Context: an optimization exercise on an open-source flow, tuned for small area. The choices shown serve that exercise and are no tape-out recipe.
The RTL was checked by simulation tests, not by an equivalence proof against the original design.
The flow treats the clock pin as an ideal source, which a real chip does not have.
Power figures rest on the tool's default switching activity, not on a simulated workload.

// usart8251
module usart8251 (
    input  wire       clk,
    input  wire       rst,
    input  wire       wr,
    input  wire       rd,
    input  wire       cd,
    input  wire [7:0] din,
    output wire [7:0] dout,
    input  wire       txc,
    input  wire       rxc,
    input  wire       rxd,
    input  wire       cts,
    input  wire       dsr,
    output wire       txd,
    output wire       rts_n,
    output wire       dtr_n
);
Settings: LEC_CHECK=0, CAP_MARGIN=20, CORE_MARGIN=2, CORE_UTILIZATION=70, SLEW_MARGIN=20; clock period 10.0 ns.
standard.sh (not shown) runs the stock make flow with config.mk's settings and CLKGATE_MAP_FILE= SYNTH_SCRIPT=/design/flow/synth_recipe.tcl, a recipe that flattens the netlist after the stock synthesis.
==> flow/flow/run.sh <==
#!/bin/bash
# Own layout flow: the standard ORFS flow (the standard.sh) with
#  * an area-oriented ABC mapping script and no separate half/full-adder
#    cell mapping in synthesis (registers are untouched by either),
#  * minimum-size buffers on the ports,
#  * small clock buffers and no CTS dummy loads (settings in opts.sh).
# Each tool's output is kept in orfs/logs; make's own output in flow_make.log.
set -euo pipefail
here=$(pwd)
CTS_EXTRA=""
source "$here/flow/opts.sh"
rm -rf "$here/myscripts"
cp -r "$FLOW_HOME/scripts" "$here/myscripts"
cp "$here/flow/abc_area.script" "$here/myscripts/abc_speed.script"
bash standard.sh \
  SCRIPTS_DIR="$here/myscripts" \
  ADDER_MAP_FILE= \
  BUFFER_PORTS_ARGS="-buffer_cell sky130_fd_sc_hd__buf_1" \
  CTS_ARGS="-sink_clustering_enable -repair_clock_nets -buf_list $CTSBUF -dont_use_dummy_load $CTS_EXTRA" \
  finish > "$here/flow_make.log" 2>&1
==> flow/flow/abc_area.script <==
&get -n
&st
&syn2
&dch
&nf -a
&st
&syn2
&dch
&nf -a
&put
==> flow/flow/opts.sh <==
CTSBUF=sky130_fd_sc_hd__clkbuf_16
CTS_EXTRA="-sink_clustering_size 80 -sink_clustering_max_diameter 300"
The first run finished clean.
Next try:
==> flow/flow/opts.sh (replaced) <==
CTSBUF=sky130_fd_sc_hd__clkbuf_4
What happened: The changed run went through all stages and came out clean. Clock skew grows by 0.017 ns. Final area shrinks by 4.0%. Die area is unchanged.
Next try:
==> flow/run.sh (new file) <==
#!/bin/bash
# synth_recipe.tcl (not shown) runs the flow's synth.tcl, then flattens the netlist and writes it again
# the make line also repeats each setting of config.mk as NAME=value (left out here)
make -C /OpenROAD-flow-scripts/flow DESIGN_CONFIG=/design/flow/config.mk WORK_HOME=/design/flow/orfs CLKGATE_MAP_FILE= SYNTH_SCRIPT=/design/flow/synth_recipe.tcl finish
Settings changed: CORE_UTILIZATION 70 to 40.
removed: flow/flow/run.sh
removed: flow/flow/abc_area.script
removed: flow/flow/opts.sh
removed: flow/standard.sh
Outcome:
- non-clock buffer count does not change
- routed wire length rises by a quarter to a third
- sequential power rises by a few percent

## lagoon
Starting RTL as in the previous note.
clock: 10.0 ns
lec_check: 0
cap_margin: 20
core_margin: 2
core_utilization: 75
cts_buf_list: sky130_fd_sc_hd__clkbuf_4
slew_margin: 20
run.sh (not shown) runs the stock make flow with config.mk's settings and CLKGATE_MAP_FILE= SYNTH_SCRIPT=/design/flow/synth_recipe.tcl, a recipe that flattens the netlist after the stock synthesis.
Stock flow here: none of the scripts above is used.
lagoon has completed all stages; timing, DRC and antenna checks passed.
What yarrow does differently from lagoon at the input level:
==> flow/flow/run.sh (new file) <==
#!/bin/bash
# Own layout flow: the standard ORFS flow (the standard.sh) with
#  * an area-oriented ABC mapping script and no separate half/full-adder
#    cell mapping in synthesis (registers are untouched by either),
#  * minimum-size buffers on the ports,
#  * small clock buffers and no CTS dummy loads (settings in opts.sh).
# Each tool's output is kept in orfs/logs; make's own output in flow_make.log.
set -euo pipefail
here=$(pwd)
CTS_EXTRA=""
source "$here/flow/opts.sh"
rm -rf "$here/myscripts"
cp -r "$FLOW_HOME/scripts" "$here/myscripts"
cp "$here/flow/abc_area.script" "$here/myscripts/abc_speed.script"
bash standard.sh \
  SCRIPTS_DIR="$here/myscripts" \
  ADDER_MAP_FILE= \
  BUFFER_PORTS_ARGS="-buffer_cell sky130_fd_sc_hd__buf_1" \
  CTS_ARGS="-sink_clustering_enable -repair_clock_nets -buf_list $CTSBUF -dont_use_dummy_load $CTS_EXTRA" \
  finish > "$here/flow_make.log" 2>&1
==> flow/flow/abc_area.script (new file) <==
&get -n
&st
&syn2
&dch
&nf -a
&st
&syn2
&dch
&nf -a
&put
==> flow/flow/opts.sh (new file) <==
CTSBUF=sky130_fd_sc_hd__clkbuf_8
CTS_EXTRA="-sink_clustering_size 30 -sink_clustering_max_diameter 100"
==> flow/standard.sh (new file) <==
#!/bin/bash
# synth_recipe.tcl (not shown) runs the flow's synth.tcl, then flattens the netlist and writes it again
# the make line also repeats each setting of config.mk as NAME=value (left out here)
make -C /OpenROAD-flow-scripts/flow DESIGN_CONFIG=/design/flow/config.mk WORK_HOME=/design/flow/orfs CLKGATE_MAP_FILE= SYNTH_SCRIPT=/design/flow/synth_recipe.tcl "${@:-finish}"
diff --git a/flow/config.mk b/flow/config.mk
--- a/flow/config.mk
+++ b/flow/config.mk
@@ -10,2 +10 @@
-export CORE_UTILIZATION = 75
-export CTS_BUF_LIST = sky130_fd_sc_hd__clkbuf_4
+export CORE_UTILIZATION = 70
removed: flow/run.sh
==> run summary <==
- lagoon → yarrow: largest clock skew in the final design saw a decrease; wire length of the first global-routing pass saw a decrease; leakage power total saw a decrease.
- lagoon → yarrow: die area shows a reduction of about 14%; proportion of power drawn by combinational gates has decreased; global-route usage decreased 3.5 points.
- yarrow vs. lagoon: routed wire length per instance now sits lower; sequential area share after synthesis now sits higher; number of buffers and inverters on the critical path now sits higher; ratio of cells with drive above 1 in the final layout now sits lower.

Another version of the RTL of usart8251 (not shown whole).
Size in the first run: about 68 flip-flops, about 29 I/O pins, ~3100 µm² of cells after synthesis.
Settings: LEC_CHECK=0, CAP_MARGIN=20, CORE_MARGIN=2, CORE_UTILIZATION=70, SLEW_MARGIN=20; clock period 10.0 ns.
standard.sh (not shown) runs the stock make flow with config.mk's settings and CLKGATE_MAP_FILE= SYNTH_SCRIPT=/design/flow/synth_recipe.tcl, a recipe that flattens the netlist after the stock synthesis.
==> flow/flow/run.sh <==
#!/bin/bash
# Own layout flow: the standard ORFS flow (the standard.sh) with
#  * area-oriented ABC scripts (flow/abc_*.script) in synthesis and no
#    separate half/full-adder cell mapping; each script is tried in its own
#    synthesis run and the one with the smallest cell area is used
#    (registers are untouched by ABC, so all runs keep the same flip-flops),
#  * minimum-size buffers on the ports,
#  * either ORFS CTS with small clock buffers and no dummy loads, or a single
#    clock buffer driving all registers (settings in opts.sh).
# Each tool's output is kept in orfs/logs (and try_*/logs for the trial
# syntheses); make's own output in flow_make.log and try_*.log.
set -euo pipefail
here=$(pwd)
CTS_EXTRA=""
source "$here/flow/opts.sh"
best=""; best_area=""
pids=()
for s in "$here"/flow/abc_*.script; do
  n=$(basename "$s" .script)
  rm -rf "$here/ms_$n" "$here/try_$n"
  cp -r "$FLOW_HOME/scripts" "$here/ms_$n"
  cp "$s" "$here/ms_$n/abc_speed.script"
  make -C "$FLOW_HOME" DESIGN_CONFIG="$here/config.mk" WORK_HOME="$here/try_$n" \
    CLKGATE_MAP_FILE= SYNTH_SCRIPT="$here/synth_recipe.tcl" \
    SCRIPTS_DIR="$here/ms_$n" ADDER_MAP_FILE= synth > "$here/try_$n.log" 2>&1 &
  pids+=($!)
done
for p in "${pids[@]}"; do wait "$p" || true; done
for s in "$here"/flow/abc_*.script; do
  n=$(basename "$s" .script)
  st="$here/try_$n/reports/$FLOW_PLATFORM/usart8251/base/synth_stat.txt"
  [[ -f "$st" ]] || continue
  a=$(awk '/Chip area for module/ {print $NF}' "$st" | tail -1)
  echo "synthesis with $n: area $a" | tee -a "$here/synth_choice.log"
  if [[ -n "$a" ]] && { [[ -z "$best_area" ]] || awk -v a="$a" -v b="$best_area" 'BEGIN{exit !(a<b)}'; }; then
    best=$n; best_area=$a
  fi
done
[[ -n "$best" ]] || { echo "no synthesis run succeeded"; exit 1; }
echo "chosen: $best ($best_area)" | tee -a "$here/synth_choice.log"
# clock tree: cts.tcl with a one-buffer option (used when MY_CTS_BUF is set)
cp "$here/flow/cts.tcl" "$here/ms_$best/cts.tcl"
if [[ -n "${MY_CTS_BUF:-}" ]]; then
  export MY_CTS_BUF MY_CTS_PORT="$(awk '/create_clock/ {for (i=1;i<=NF;i++) if ($i ~ /get_ports/) {gsub(/[{}\]\[]/,"",$(i+1)); print $(i+1)}}' "$here/constraint.sdc")"
fi
bash standard.sh \
  SCRIPTS_DIR="$here/ms_$best" \
  ADDER_MAP_FILE= \
  BUFFER_PORTS_ARGS="-buffer_cell sky130_fd_sc_hd__buf_1" \
  CTS_ARGS="-sink_clustering_enable -repair_clock_nets -buf_list $CTSBUF -dont_use_dummy_load $CTS_EXTRA" \
  finish > "$here/flow_make.log" 2>&1
==> flow/flow/cts.tcl <==
utl::set_metrics_stage "cts__{}"
source $::env(SCRIPTS_DIR)/load.tcl
source $::env(SCRIPTS_DIR)/lec_check.tcl
erase_non_stage_variables cts
load_design 3_place.odb 3_place.sdc
source_step_tcl PRE CTS

# Clone clock tree inverters next to register loads
# so cts does not try to buffer the inverted clocks.
repair_clock_inverters

proc save_progress { stage } {
  puts "Run 'make gui_$stage.odb' to load progress snapshot"
  orfs_write_db $::env(RESULTS_DIR)/$stage.odb
  orfs_write_sdc $::env(RESULTS_DIR)/$stage.sdc
}

# Run CTS
set cts_args [list \
  -sink_clustering_enable \
  -repair_clock_nets]

append_env_var cts_args CTS_BUF_DISTANCE -distance_between_buffers 1
append_env_var cts_args CTS_CLUSTER_SIZE -sink_clustering_size 1
append_env_var cts_args CTS_CLUSTER_DIAMETER -sink_clustering_max_diameter 1
append_env_var cts_args CTS_BUF_LIST -buf_list 1
append_env_var cts_args CTS_LIB_NAME -library 1


if { [env_var_exists_and_non_empty CTS_ARGS] } {
  set cts_args $::env(CTS_ARGS)
}

set_dont_use $::env(DONT_USE_CELLS)

if { [env_var_exists_and_non_empty MY_CTS_BUF] } {
  # A one-level clock tree: a single clock buffer, placed at the centre of
  # the registers, drives every register clock pin, so all registers see
  # the same clock arrival.
  set block [ord::get_db_block]
  set sx 0.0
  set sy 0.0
  set n 0
  foreach inst [$block getInsts] {
    if { [[$inst getMaster] isSequential] } {
      set bb [$inst getBBox]
      set sx [expr { $sx + ([$bb xMin] + [$bb xMax]) / 2.0 }]
      set sy [expr { $sy + ([$bb yMin] + [$bb yMax]) / 2.0 }]
      incr n
    }
  }
  set dbu [$block getDbUnitsPerMicron]
  set cx [expr { $sx / $n / $dbu }]
  set cy [expr { $sy / $n / $dbu }]
  puts "clock buffer $::env(MY_CTS_BUF) at ($cx, $cy) for $n registers"
  set clk_net [get_nets -of_objects [get_ports $::env(MY_CTS_PORT)]]
  log_cmd insert_buffer -buffer_cell $::env(MY_CTS_BUF) -net [get_full_name $clk_net] \
    -location [list $cx $cy] -buffer_name clkbuf_0_clk -net_name clknet_0_clk
} else {
  log_cmd clock_tree_synthesis {*}$cts_args
}

utl::push_metrics_stage "cts__{}__pre_repair_timing"
log_cmd estimate_parasitics -placement
if { $::env(DETAILED_METRICS) } {
  report_metrics 4 "cts pre-repair-timing"
}
utl::pop_metrics_stage

set_placement_padding -global \
  -left $::env(CELL_PAD_IN_SITES_DETAIL_PLACEMENT) \
  -right $::env(CELL_PAD_IN_SITES_DETAIL_PLACEMENT)

set result [catch { detailed_placement } msg]
if { $result != 0 } {
  save_progress 4_1_error
  error "Detailed placement failed in CTS: $msg"
}

log_cmd estimate_parasitics -placement

if { $::env(CTS_SNAPSHOTS) } {
  save_progress 4_1_pre_repair_hold_setup
}

if { !$::env(SKIP_CTS_REPAIR_TIMING) } {
  if { $::env(EQUIVALENCE_CHECK) } {
    write_eqy_verilog 4_before_rsz.v
  }
  if { $::env(LEC_CHECK) } {
    write_lec_verilog 4_before_rsz_lec.v
  }

  repair_timing_helper

  if { $::env(EQUIVALENCE_CHECK) } {
    run_equivalence_test
  }
  if { $::env(LEC_CHECK) } {
    write_lec_verilog 4_after_rsz_lec.v
    run_lec_test 4_rsz 4_before_rsz_lec.v 4_after_rsz_lec.v
  }

  set result [catch { detailed_placement } msg]
  if { $result != 0 } {
    save_progress 4_1_error
    error "Detailed placement failed in CTS: $msg"
  }

  check_placement -verbose
}

report_metrics 4 "cts final"

source_step_tcl POST CTS

orfs_write_db $::env(RESULTS_DIR)/4_1_cts.odb
orfs_write_sdc $::env(RESULTS_DIR)/4_cts.sdc
==> flow/flow/opts.sh <==
CTSBUF=sky130_fd_sc_hd__clkbuf_4
Other scripts of this flow, unchanged in this note and not shown: flow/flow/abc_a1.script, flow/flow/abc_s1.script, flow/flow/abc_s2.script, flow/flow/abc_s3.script
The first run ran to the end with no violations.
==> next run, changes <==
--- a/flow/flow/cts.tcl
+++ b/flow/flow/cts.tcl
@@ -47,2 +47,2 @@
-      set sx [expr { $sx + ([$bb xMin] + [$bb xMax]) / 2.0 }]
-      set sy [expr { $sy + ([$bb yMin] + [$bb yMax]) / 2.0 }]
+      set sx [expr { $sx + [$bb xCenter] }]
+      set sy [expr { $sy + [$bb yCenter] }]
==> flow/flow/opts.sh (replaced) <==
CTSBUF=sky130_fd_sc_hd__clkbuf_4
MY_CTS_BUF=sky130_fd_sc_hd__clkbuf_8
- Now the flow died in 4_1_cts
- synthesized area does not change
- synthesized cell count stays the same
==> next run, changes <==
==> flow/flow/opts.sh (replaced) <==
CTSBUF=sky130_fd_sc_hd__clkbuf_4
MY_CTS_BUF=sky130_fd_sc_hd__clkbuf_16
The new run did not get past 4_1_cts.
Synthesized area stays the same.
Synthesized cell count does not change.

-- static timing again, ports no longer ideal --
How much do the figures lean on ideal ports? The routed layouts below were timed once more, with nothing changed but the port constraints.
Step 1, drivers: a clkbuf_16 drives clk and a buf_2 each remaining input, both assumed.
Step 2, shift: input delay + t, output delay - t, t = (earliest + latest rising clock arrival at the registers) / 2. This alone moves slack from input paths to output paths.
Slacks: ideal / step 1 / step 2; pairs: ideal / step 1.
run | shift t [ns] | slack for setup (ns) | worst hold slack (ns) | worst setup path after step 2
the first run of note 1 | 0.361 | 4.179 / 4.184 / 3.823 | 0.442 / 0.442 / 0.442 | input to register
the second run of note 1 | 0.426 | 4.291 / 4.292 / 3.866 | 0.449 / 0.449 / 0.449 | input to register
the third run of note 1 | 0.375 | 3.981 / 3.988 / 3.613 | 0.460 / 0.460 / 0.460 | input to register
lagoon | 0.441 | 4.150 / 4.124 / 3.965 | 0.475 / 0.475 / 0.475 | input to register
yarrow | 0.362 | 4.219 / 4.221 / 3.859 | 0.446 / 0.446 / 0.446 | input to register
the first run of note 3 | 0.415 | 4.006 / 4.009 / 3.594 | 0.466 / 0.466 / 0.466 | input to register
After both steps every run listed still meets setup and hold. The setup slack of the second run of note 1, which loses most, moves by +0.001 ns with the drivers and by -0.425 ns with both steps.
